Context: an optimization exercise on an open-source flow, tuned for small area. The choices shown serve that exercise and are no tape-out recipe.
The RTL was checked by simulation tests, not by an equivalence proof against the original design.
No activity file was given, so power comes from the tool's default toggle rates.

Design termostato_sig, start of the top module:
module termostato_sig (
    input  wire        clk,
    input  wire        rst,         
    input  wire        cmd_valid,   
    input  wire [31:0] cmd,
    output wire        cmd_ready,   
    output wire        rsp_valid,   
    output wire [31:0] rsp,
    output reg         led_dout,
    output reg         servo_out
);
clock: 10.0 ns
lec_check: 0
cap_margin: 20
core_margin: 2
core_utilization: 40
slew_margin: 20
standard.sh (not shown) runs the stock make flow with config.mk's settings and CLKGATE_MAP_FILE= SYNTH_SCRIPT=/design/flow/synth_recipe.tcl, a recipe that flattens the netlist after the stock synthesis.
==> flow/flow/run.sh <==
#!/bin/bash
# The standard layout, with three changes:
#  - after the standard synthesis, the combinational logic is remapped with an
#    area-oriented ABC script (flow/reopt.tcl); the registers are untouched;
#  - ports are buffered with sky130_fd_sc_hd__buf_1 instead of clkdlybuf4s50_1;
#  - constant outputs share one tie cell, and CTS inserts no dummy loads.
set -euo pipefail
W=$(pwd)
R=$W/orfs/results/$FLOW_PLATFORM/termostato_sig/base
export BUFFER_PORTS_ARGS="-buffer_cell sky130_fd_sc_hd__buf_1"
export SKIP_REPAIR_TIE_FANOUT=1
export CTS_ARGS="-sink_clustering_enable -repair_clock_nets -dont_use_dummy_load -buf_list {sky130_fd_sc_hd__clkbuf_8} -root_buf sky130_fd_sc_hd__clkbuf_8 -sink_clustering_size 30"

bash standard.sh $R/1_2_yosys.v > synth.log 2>&1
cp $R/1_2_yosys.v $W/1_2_yosys_standard.v
REOPT_LIB=$FLOW_HOME/platforms/sky130hd/lib/sky130_fd_sc_hd__tt_025C_1v80.lib \
REOPT_IN=$W/1_2_yosys_standard.v REOPT_OUT=$W/1_2_yosys_reopt.v REOPT_TOP=$FLOW_TOP \
  yosys -c $W/flow/reopt.tcl > reopt.log 2>&1
cp $W/1_2_yosys_reopt.v $R/1_2_yosys.v
bash standard.sh > standard.log 2>&1
==> flow/flow/reopt.tcl <==
# Re-optimise the combinational logic of the standard synthesis netlist with
# an area-oriented ABC script. Every flip-flop instance keeps its name, cell
# type and connections; only the logic between them is remapped.
yosys -import
set lib $::env(REOPT_LIB)
read_liberty -ignore_miss_func $lib
foreach m [list sky130_fd_sc_hd__dfxtp_1 sky130_fd_sc_hd__edfxtp_1 sky130_fd_sc_hd__conb_1] {
  setattr -mod -set keep_hierarchy 1 $m
}
read_verilog -defer $::env(REOPT_IN)
hierarchy -top $::env(REOPT_TOP)
flatten
opt -purge
set r2 "balance;rewrite;refactor;balance;rewrite;rewrite -z;balance;refactor -z;rewrite -z;balance"
abc -liberty $lib -dont_use sky130_fd_sc_hd__lpflow_* -dont_use sky130_fd_sc_hd__probe* \
  -script "+strash;dc2;$r2;dch -f;amap;topo"
opt_clean -purge
setundef -zero
hilomap -singleton -hicell sky130_fd_sc_hd__conb_1 HI -locell sky130_fd_sc_hd__conb_1 LO
insbuf -buf sky130_fd_sc_hd__buf_4 A X
opt_clean -purge
yosys rename -hide w:*
stat -liberty $lib
select $::env(REOPT_TOP)
write_verilog -noattr -nohex -nodec -selected $::env(REOPT_OUT)
Edit:
==> flow/flow/run.sh (replaced) <==
#!/bin/bash
set -euo pipefail
export BUFFER_PORTS_ARGS="-buffer_cell sky130_fd_sc_hd__buf_1"
export CTS_ARGS="-sink_clustering_enable -repair_clock_nets -dont_use_dummy_load"
bash standard.sh > standard.log 2>&1
removed: flow/flow/reopt.tcl
Outcome:
- The new run completed without violations
- routed wire length climbs by 12%
- final cell count went up by about 6%
- sequential share of layout area came out lower by 5.6 points
Edit:
==> flow/flow/run.sh (replaced) <==
#!/bin/bash
# The standard layout, with three changes:
#  - after the standard synthesis, the combinational logic is remapped with an
#    area-oriented ABC script (flow/reopt.tcl); the registers are untouched;
#  - ports are buffered with sky130_fd_sc_hd__buf_1 instead of clkdlybuf4s50_1;
#  - constant outputs share one tie cell, and CTS inserts no dummy loads.
set -euo pipefail
W=$(pwd)
R=$W/orfs/results/$FLOW_PLATFORM/termostato_sig/base
export BUFFER_PORTS_ARGS="-buffer_cell sky130_fd_sc_hd__buf_1"
export SKIP_REPAIR_TIE_FANOUT=1
export CTS_ARGS="-sink_clustering_enable -repair_clock_nets -dont_use_dummy_load -buf_list {sky130_fd_sc_hd__clkbuf_4} -root_buf sky130_fd_sc_hd__clkbuf_16 -sink_clustering_size 8"

bash standard.sh $R/1_2_yosys.v > synth.log 2>&1
cp $R/1_2_yosys.v $W/1_2_yosys_standard.v
REOPT_LIB=$FLOW_HOME/platforms/sky130hd/lib/sky130_fd_sc_hd__tt_025C_1v80.lib \
REOPT_IN=$W/1_2_yosys_standard.v REOPT_OUT=$W/1_2_yosys_reopt.v REOPT_TOP=$FLOW_TOP \
  yosys -c $W/flow/reopt.tcl > reopt.log 2>&1
cp $W/1_2_yosys_reopt.v $R/1_2_yosys.v
bash standard.sh > standard.log 2>&1
==> flow/flow/reopt.tcl (new file) <==
# Re-optimise the combinational logic of the standard synthesis netlist with
# an area-oriented ABC script. Every flip-flop instance keeps its name, cell
# type and connections; only the logic between them is remapped.
yosys -import
set lib $::env(REOPT_LIB)
read_liberty -ignore_miss_func $lib
foreach m [list sky130_fd_sc_hd__dfxtp_1 sky130_fd_sc_hd__edfxtp_1 sky130_fd_sc_hd__conb_1] {
  setattr -mod -set keep_hierarchy 1 $m
}
read_verilog -defer $::env(REOPT_IN)
hierarchy -top $::env(REOPT_TOP)
flatten
opt -purge
set r2 "balance;rewrite;refactor;balance;rewrite;rewrite -z;balance;refactor -z;rewrite -z;balance"
abc -liberty $lib -dont_use sky130_fd_sc_hd__lpflow_* -dont_use sky130_fd_sc_hd__probe* \
  -script "+strash;dc2;$r2;dch -f;amap;topo"
opt_clean -purge
setundef -zero
hilomap -singleton -hicell sky130_fd_sc_hd__conb_1 HI -locell sky130_fd_sc_hd__conb_1 LO
insbuf -buf sky130_fd_sc_hd__buf_4 A X
opt_clean -purge
yosys rename -hide w:*
stat -liberty $lib
select $::env(REOPT_TOP)
write_verilog -noattr -nohex -nodec -selected $::env(REOPT_OUT)
Effect:
- The changed run completed without violations
- core utilization rose by 2.5 points
- final area goes down by 9.5%
- count of clock-buffer cells in the layout is unchanged
- area after synthesis came out lower by 14%
- sequential cell count stays the same
- power goes up by 16%
- global-route usage rose by 0.50 points
- final cell count goes down by 6.0%

[afterwards: timing with drivers on the ports]
The results above use ideal ports. As a check the final layouts listed here were re-extracted and re-timed, cells and wires unchanged.
Step 1 assumes that a clkbuf_16 drives the clock port and a buf_2 every other input.
Step 2 times the ports against the registers' clock, not the clock port: input delays grow and output delays shrink by t, the midpoint of the rising clock arrivals with the driver on.
Slacks: ideal / step 1 / step 2; pairs: ideal / step 1.
run	t (ns)	setup slack, ns	worst setup path at the end	clock arrival spread, ns	pins driven straight from the clock port
the first run	0.373	3.621 / 3.587 / 3.960	register to output	0.031 / 0.031	1
the second run	0.378	4.232 / 4.211 / 4.211	input to output	0.025 / 0.025	1
the third run	0.364	3.632 / 3.595 / 3.959	register to output	0.022 / 0.021	1
After both steps every run listed still meets setup and hold. For the second run, which loses most, drivers alone change the setup slack by -0.021 ns; drivers and shift together by -0.021 ns.
